This design comes from an exercise in tuning for small area, a short achievable clock period and few clock cycles on the open sky130 flow, not from production work.
The RTL was checked by simulation tests, not by an equivalence proof against the original design.

## P
==> flow/design.v <==
module sisb_alu (
    input  wire        clk,
    input  wire        rst,           
    input  wire        in_valid,
    output wire        in_ready,
    input  wire [3:0]  in_op,
    input  wire [15:0] in_a,
    input  wire [15:0] in_b,
    output reg         out_valid,
    output reg  [15:0] out_result,
    output reg         out_ovf,
    output reg         out_fatal,
    output reg  [1:0]  out_cause
);
    function [3:0] msb16(input [15:0] x);
        reg h8, h4, h2, h1;
        reg [7:0] y8;
        reg [3:0] y4;
        reg [1:0] y2;
        begin
            h8 = |x[15:8];  y8 = h8 ? x[15:8] : x[7:0];
            h4 = |y8[7:4];  y4 = h4 ? y8[7:4] : y8[3:0];
            h2 = |y4[3:2];  y2 = h2 ? y4[3:2] : y4[1:0];
            h1 = y2[1];
            msb16 = {h8, h4, h2, h1};
        end
    endfunction
    function [15:0] lenval(input [15:0] x);
        reg [15:0] n, pre;
        integer i;
        begin
            n = ~x;
            pre[0] = 1'b1;
            for (i = 1; i < 16; i = i + 1) pre[i] = pre[i-1] & n[i-1];
            lenval = x[15] ? (n | pre) : x;
        end
    endfunction
    function [5:0] booth(input [4:0] w);
        begin
            booth[5] = w[3] ^ w[2];
            booth[4] = (w[4] & ~w[3] & ~w[2]) | (~w[4] & w[3] & w[2]);
            booth[3] = w[4];
            booth[2] = w[1] ^ w[0];
            booth[1] = (w[2] & ~w[1] & ~w[0]) | (~w[2] & w[1] & w[0]);
            booth[0] = w[2];
        end
    endfunction
    function [4:0] window(input [15:0] v, input [1:0] g);
        reg [16:0] vx;
        begin
            vx = {v, 1'b0};
            case (g)
                2'd0: window = vx[4:0];
                2'd1: window = vx[8:4];
                2'd2: window = vx[12:8];
                default: window = vx[16:12];
            endcase
        end
    endfunction
    function [1:0] ndig(input [15:0] x);
        begin
            if (x[15:3] == {13{x[15]}})      ndig = 2'd0;
            else if (x[15:7] == {9{x[15]}})  ndig = 2'd1;
            else if (x[15:11] == {5{x[15]}}) ndig = 2'd2;
            else                             ndig = 2'd3;
        end
    endfunction
    reg        xv;           
    reg        xfirst;       
    reg        m_mul, m_div, m_pow;    
    reg        s_add, s_log, s_shl, s_shr;   
    reg        x_sub;        
    reg  [1:0] x_lsel;       
    reg        x_fatal;
    reg  [1:0] x_cause;
    reg        x_ovfc;       
    reg        d_sa, d_sb, d_rem;      
    reg        x_fill;       
    reg [15:0] xa, xb, xm;
    reg  [3:0] cnt;          
    reg  [1:0] dc;           
    reg  [5:0] bsel;         
    reg        mfirst;       
    reg        ph;           
    wire [17:0] shl_out = {{2{xb[15]}}, xb} << cnt;
    wire        a_sub   = m_div ? (d_sa == d_sb) : x_sub;
    wire [17:0] add_y   = a_sub ? ~shl_out : shl_out;
    wire [17:0] add_x   = {{2{xa[15]}}, xa};
    wire [17:0] sum     = add_x + add_y + {17'd0, a_sub};
    wire        add_ovf = sum[16] ^ sum[15];
    wire [17:0] z_t = add_x ^ add_y;
    wire [17:0] z_c = {add_x[16:0] | add_y[16:0], a_sub};
    wire        sum_zero = (z_t == z_c);
    wire [15:0] fill_mask = ~(16'hFFFF << cnt);
    wire [15:0] shr_rev = shl_out[15:0] | (fill_mask & {16{x_fill}});
    reg  [15:0] shr_out;
    integer ri;
    always @(*) for (ri = 0; ri < 16; ri = ri + 1) shr_out[ri] = shr_rev[15 - ri];
    reg  [15:0] log_out;
    always @(*) begin
        case (x_lsel)
            2'd0:    log_out = xa & xb;
            2'd1:    log_out = xa | xb;
            default: log_out = xa ^ xb;
        endcase
    end
    wire        d_acc  = d_sa ? (sum[17] | sum_zero) : ~sum[17];
    wire [15:0] d_r_n  = d_acc ? sum[15:0] : xa;
    wire [15:0] q_in   = xfirst ? 16'd0 : out_result;
    wire [14:0] q_neg_hi = ~q_in[14:0] + 15'd1;
    wire        qneg   = d_sa ^ d_sb;
    wire        d_last = (cnt == 4'd0);
    wire [15:0] d_res1 = (d_last & d_rem) ? sum[15:0] :
                         (d_last & qneg)  ? {~q_in[14:0], 1'b1} : {q_in[14:0], 1'b1};
    wire [15:0] d_res0 = (d_last & d_rem) ? xa :
                         (d_last & qneg)  ? {q_neg_hi, 1'b0} : {q_in[14:0], 1'b0};
    wire [15:0] d_res  = d_acc ? d_res1 : d_res0;
    wire        d_ovf  = ~d_rem & ~qneg & q_in[14];
    wire        bh_one = bsel[5], bh_two = bsel[4], bh_neg = bsel[3];
    wire        bl_one = bsel[2], bl_two = bsel[1], bl_neg = bsel[0];
    wire [21:0] mx  = {{6{xm[15]}}, xm};
    wire [21:0] mx2 = {{5{xm[15]}}, xm, 1'b0};
    wire [21:0] pph = ((bh_one ? mx : 22'd0) | (bh_two ? mx2 : 22'd0)) ^ {22{bh_neg}};
    wire [21:0] ppl = ((bl_one ? mx : 22'd0) | (bl_two ? mx2 : 22'd0)) ^ {22{bl_neg}};
    wire [15:0] p_in = mfirst ? 16'd0 : out_result;
    wire [21:0] pacc = {{2{p_in[15]}}, p_in, 1'b0, bh_neg, 1'b0, bl_neg};
    wire [21:0] mac  = pacc + {pph[19:0], 2'b00} + ppl;
    wire        mac_oor = (mac[21:15] != {7{mac[15]}});
    wire        st_in   = xfirst ? 1'b0 : out_ovf;
    wire        mac_ovf = st_in | mac_oor;
    wire        m_end   = (dc == 2'd0);           
    wire [15:0] msrc    = ph ? xa : xm;           
    wire [15:0] xbl     = {xb[14:0], 1'b0};
    wire        p_bit   = xbl[cnt];               
    wire        pow_last = m_end & (ph | ~p_bit) & (cnt == 4'd1);
    wire [1:0]  nd_xa   = ndig(xa);
    wire [1:0]  nd_mac  = ndig(mac[15:0]);
    wire x_done = ~(m_mul | m_div | m_pow) | (m_mul & m_end)
                | (m_div & d_last)
                | (m_pow & pow_last);
    assign in_ready = ~xv | x_done;
    wire accept = in_valid & in_ready;
    wire i_add = (in_op == 4'h0), i_sub = (in_op == 4'h1), i_mul = (in_op == 4'h2);
    wire i_div = (in_op == 4'h3), i_pow = (in_op == 4'h4), i_rem = (in_op == 4'h5);
    wire i_and = (in_op == 4'h6), i_or  = (in_op == 4'h7), i_xor = (in_op == 4'h8);
    wire i_not = (in_op == 4'h9), i_shl = (in_op == 4'hA), i_shr = (in_op == 4'hB);
    wire i_rsv = (in_op[3:2] == 2'b11);
    wire i_dr  = i_div | i_rem;
    wire i_sh  = i_shl | i_shr;
    wire b_zero    = (in_b == 16'd0);
    wire b_one     = (in_b == 16'd1);
    wire shift_bad = (in_b[15:4] != 12'd0);
    wire fat_div   = i_dr & b_zero;
    wire fat_pow   = i_pow & in_b[15];
    wire fat_sh    = i_sh & shift_bad;
    wire i_fatal   = fat_div | fat_pow | fat_sh | i_rsv;
    wire [1:0] i_cause = i_rsv ? 2'd3 : fat_pow ? 2'd2 : fat_sh ? 2'd1 : 2'd0;
    wire [15:0] la = lenval(in_a);
    wire [15:0] lb = lenval(in_b);
    wire [3:0]  ia = msb16(la);
    wire [3:0]  ib = msb16(lb);
    wire [4:0]  d_s  = {1'b0, ia} - {1'b0, ib};
    wire        d_quick = a_zero | d_s[4];           
    wire a_zero  = (in_a == 16'd0);
    wire a_one   = (in_a == 16'd1);
    wire a_mone  = (in_a == 16'hFFFF);
    wire p_small = b_zero | b_one | a_zero | a_one | a_mone;
    wire p_evbig = ~in_a[0] & (in_b[15:4] != 12'd0);    
    wire p_gen   = i_pow & ~in_b[15] & ~p_small & ~p_evbig;
    wire [1:0] na = ndig(in_a);
    wire [1:0] nb = ndig(in_b);
    wire       mswap = (nb < na);    
    wire [5:0] bs_a  = booth(window(in_a, na));
    wire [5:0] bs_b  = booth(window(in_b, nb));
    reg [15:0] a_rev;
    integer ai;
    always @(*) for (ai = 0; ai < 16; ai = ai + 1) a_rev[ai] = in_a[15 - ai];
    wire [15:0] pow_small_val = b_zero ? 16'd1 : a_mone ? {{15{in_b[0]}}, 1'b1} : in_a;
    always @(posedge clk) begin
        if (rst) begin
            xv <= 1'b0;
            out_valid <= 1'b0;
        end else begin
            out_valid <= xv & x_done;
            if (accept) xv <= 1'b1;
            else if (x_done) xv <= 1'b0;
        end
    end
    always @(posedge clk) begin
        if (accept) begin
            xfirst  <= 1'b1;
            mfirst  <= 1'b1;
            ph      <= i_mul;
            dc      <= (i_mul & mswap) ? nb : na;
            bsel    <= (i_mul & mswap) ? bs_b : bs_a;
            m_mul   <= i_mul;
            m_div   <= i_dr & ~b_zero;
            m_pow   <= p_gen;
            s_add   <= i_add | i_sub;
            s_shl   <= i_shl & ~shift_bad;
            s_shr   <= i_shr & ~shift_bad;
            s_log   <= i_and | i_or | i_xor | i_not | (i_pow & ~in_b[15] & ~p_gen);
            x_sub   <= i_sub;
            x_lsel  <= i_and ? 2'd0 : (i_xor | i_not) ? 2'd2 : 2'd1;
            x_fatal <= i_fatal;
            x_cause <= i_cause;
            x_ovfc  <= i_pow & ~in_b[15] & ~p_small & p_evbig;
            d_sa    <= in_a[15];
            d_sb    <= in_b[15];
            d_rem   <= i_rem;
            x_fill  <= in_a[15];
            if (i_mul)
                xa <= mswap ? in_b : in_a;
            else if (i_pow & ~p_gen)
                xa <= (p_evbig & ~p_small) ? 16'd0 : pow_small_val;
            else
                xa <= in_a;
            if (i_shl)
                xb <= in_a;
            else if (i_shr)
                xb <= a_rev;
            else if (i_not)
                xb <= 16'hFFFF;
            else if (i_pow & ~p_gen)
                xb <= 16'd0;
            else
                xb <= in_b;
            xm <= (i_mul & ~mswap) ? in_b : in_a;
            if (i_sh)
                cnt <= in_b[3:0];
            else if (i_dr)
                cnt <= d_quick ? 4'd0 : d_s[3:0];
            else if (i_pow)
                cnt <= ib;
            else
                cnt <= 4'd0;
        end else begin
            xfirst <= 1'b0;
            if (m_div) begin
                xa  <= d_r_n;
                cnt <= cnt - 4'd1;
            end
            if (m_mul | m_pow) begin
                dc     <= dc - 2'd1;
                bsel   <= booth(window(msrc, dc - 2'd1));
                mfirst <= m_end;
                if (m_pow & m_end) begin
                    xm <= mac[15:0];
                    if (~ph & p_bit) begin
                        ph   <= 1'b1;
                        dc   <= nd_xa;
                        bsel <= booth(window(xa, nd_xa));
                    end else begin
                        ph   <= 1'b0;
                        cnt  <= cnt - 4'd1;
                        dc   <= nd_mac;
                        bsel <= booth(window(mac[15:0], nd_mac));
                    end
                end
            end
        end
    end
    always @(posedge clk) begin
        if (m_mul | m_pow) begin
            out_result <= mac[15:0];
            out_ovf    <= mac_ovf;
            out_fatal  <= 1'b0;
            out_cause  <= 2'd0;
        end else if (m_div) begin
            out_result <= d_res;
            out_ovf    <= d_ovf;
            out_fatal  <= 1'b0;
            out_cause  <= 2'd0;
        end else begin
            out_result <= x_fatal ? 16'd0 :
                          s_add ? sum[15:0] :
                          s_shl ? shl_out[15:0] :
                          s_shr ? shr_out :
                          s_log ? log_out : 16'd0;
            out_ovf    <= ~x_fatal & (s_add ? add_ovf : x_ovfc);
            out_fatal  <= x_fatal;
            out_cause  <= x_fatal ? x_cause : 2'd0;
        end
    end
endmodule
export LEC_CHECK = 0
export ABC_AREA = 1
export CAP_MARGIN = 20
export CORE_MARGIN = 2
export CORE_UTILIZATION = 40
export SETUP_SLACK_MARGIN = 5
export SLEW_MARGIN = 20
create_clock -name core_clock -period 11.0 [get_ports {clk}]
run.sh (not shown) runs the stock make flow with config.mk's settings and CLKGATE_MAP_FILE= SYNTH_SCRIPT=/design/flow/synth_recipe.tcl, a recipe that flattens the netlist after the stock synthesis.
P: no failed stages, no open violations at the end
Testbench counts of P, summed over its fixed seeds: cycles 28,382.
--- input diff P..Q ---
diff --git a/flow/design.v b/flow/design.v
--- a/flow/design.v
+++ b/flow/design.v
@@ -75,7 +75,6 @@
     reg  [1:0] x_cause;
     reg        x_ovfc;       
     reg        d_sa, d_sb, d_rem;      
-    reg        x_fill;       
     reg [15:0] xa, xb, xm;
     reg  [3:0] cnt;          
     reg  [1:0] dc;           
@@ -92,7 +91,7 @@
     wire [17:0] z_c = {add_x[16:0] | add_y[16:0], a_sub};
     wire        sum_zero = (z_t == z_c);
     wire [15:0] fill_mask = ~(16'hFFFF << cnt);
-    wire [15:0] shr_rev = shl_out[15:0] | (fill_mask & {16{x_fill}});
+    wire [15:0] shr_rev = shl_out[15:0] | (fill_mask & {16{xb[0]}});    
     reg  [15:0] shr_out;
     integer ri;
     always @(*) for (ri = 0; ri < 16; ri = ri + 1) shr_out[ri] = shr_rev[15 - ri];
@@ -107,7 +106,16 @@
     wire        d_acc  = d_sa ? (sum[17] | sum_zero) : ~sum[17];
     wire [15:0] d_r_n  = d_acc ? sum[15:0] : xa;
     wire [15:0] q_in   = xfirst ? 16'd0 : out_result;
-    wire [14:0] q_neg_hi = ~q_in[14:0] + 15'd1;
+    reg  [14:0] q_neg_hi;                         
+    reg         qc;
+    integer qi;
+    always @(*) begin
+        qc = 1'b1;
+        for (qi = 0; qi < 15; qi = qi + 1) begin
+            q_neg_hi[qi] = ~q_in[qi] ^ qc;
+            qc = qc & ~q_in[qi];
+        end
+    end
     wire        qneg   = d_sa ^ d_sb;
     wire        d_last = (cnt == 4'd0);
     wire [15:0] d_res1 = (d_last & d_rem) ? sum[15:0] :
@@ -196,19 +204,9 @@
             m_mul   <= i_mul;
             m_div   <= i_dr & ~b_zero;
             m_pow   <= p_gen;
-            s_add   <= i_add | i_sub;
-            s_shl   <= i_shl & ~shift_bad;
-            s_shr   <= i_shr & ~shift_bad;
-            s_log   <= i_and | i_or | i_xor | i_not | (i_pow & ~in_b[15] & ~p_gen);
-            x_sub   <= i_sub;
-            x_lsel  <= i_and ? 2'd0 : (i_xor | i_not) ? 2'd2 : 2'd1;
-            x_fatal <= i_fatal;
-            x_cause <= i_cause;
-            x_ovfc  <= i_pow & ~in_b[15] & ~p_small & p_evbig;
             d_sa    <= in_a[15];
             d_sb    <= in_b[15];
             d_rem   <= i_rem;
-            x_fill  <= in_a[15];
             if (i_mul)
                 xa <= mswap ? in_b : in_a;
             else if (i_pow & ~p_gen)
@@ -261,6 +259,17 @@
         end
     end
     always @(posedge clk) begin
+            s_add   <= i_add | i_sub;
+            s_shl   <= i_shl & ~shift_bad;
+            s_shr   <= i_shr & ~shift_bad;
+            s_log   <= i_and | i_or | i_xor | i_not | (i_pow & ~in_b[15] & ~p_gen);
+            x_sub   <= i_sub;
+            x_lsel  <= i_and ? 2'd0 : (i_xor | i_not) ? 2'd2 : 2'd1;
+            x_fatal <= i_fatal;
+            x_cause <= i_cause;
+            x_ovfc  <= i_pow & ~in_b[15] & ~p_small & p_evbig;
+    end
+    always @(posedge clk) begin
         if (m_mul | m_pow) begin
             out_result <= mac[15:0];
             out_ovf    <= mac_ovf;
### Flow results
Between Q and P, the number of instances in the synthesized netlist figures differ only marginally.
Re total wire length: Q and P aren't equal, and the higher value belongs to Q.
Between P and Q, the flow reports number of global-route vias before repair increasing by a few percent.
Against P, Q reports a largest fanout on the critical path that is higher.
[compare] base=P new=Q: layout filler cell count grew by 64; sequential share of layout area shrank by 0.79 points.
Compared with P, in Q floorplan die area climbed about 0.7%; number of cells on the critical path dropped 12.
Diff P -> Q | total via count in the routed design | increase of 0.81%
Fraction of area in multi-input gates for Q is higher than for P.
Testbench counts of Q, summed over its fixed seeds: cycles 28,382.

separate check: timing with driven ports:
The flow's constraints put no driver on any port. The routed layouts listed below were extracted and timed again, unchanged, in two steps. Step 1 sets driving cells, clkbuf_16 on the clock port and buf_2 on the other inputs (assumed; they add their load-dependent delay and slew). Step 2 moves the port delays by t, midway between the first and last clock arrival at a register: inputs arrive t later, outputs are due t later. That takes back most of the time a late clock gives input paths. Slacks: ideal ports / drivers / drivers and shift; pairs: ideal ports / drivers.
| run | shift t [ns] | slack for setup (ns) | hold WS [ns] | latest minus earliest clock arrival (ns) | pins driven straight from the clock port |
|---|---|---|---|---|---|
| P | 0.414 | 5.181 / 5.133 / 4.801 | 0.457 / 0.457 / 0.457 | 0.019 / 0.019 | 1 |
| Q | 0.415 | 5.126 / 5.157 / 4.742 | 0.428 / 0.428 / 0.428 | 0.024 / 0.025 | 1 |
After both steps setup and hold are still met in every run listed. For Q, which loses most, drivers alone change the setup slack by +0.031 ns; drivers and shift together by -0.384 ns.
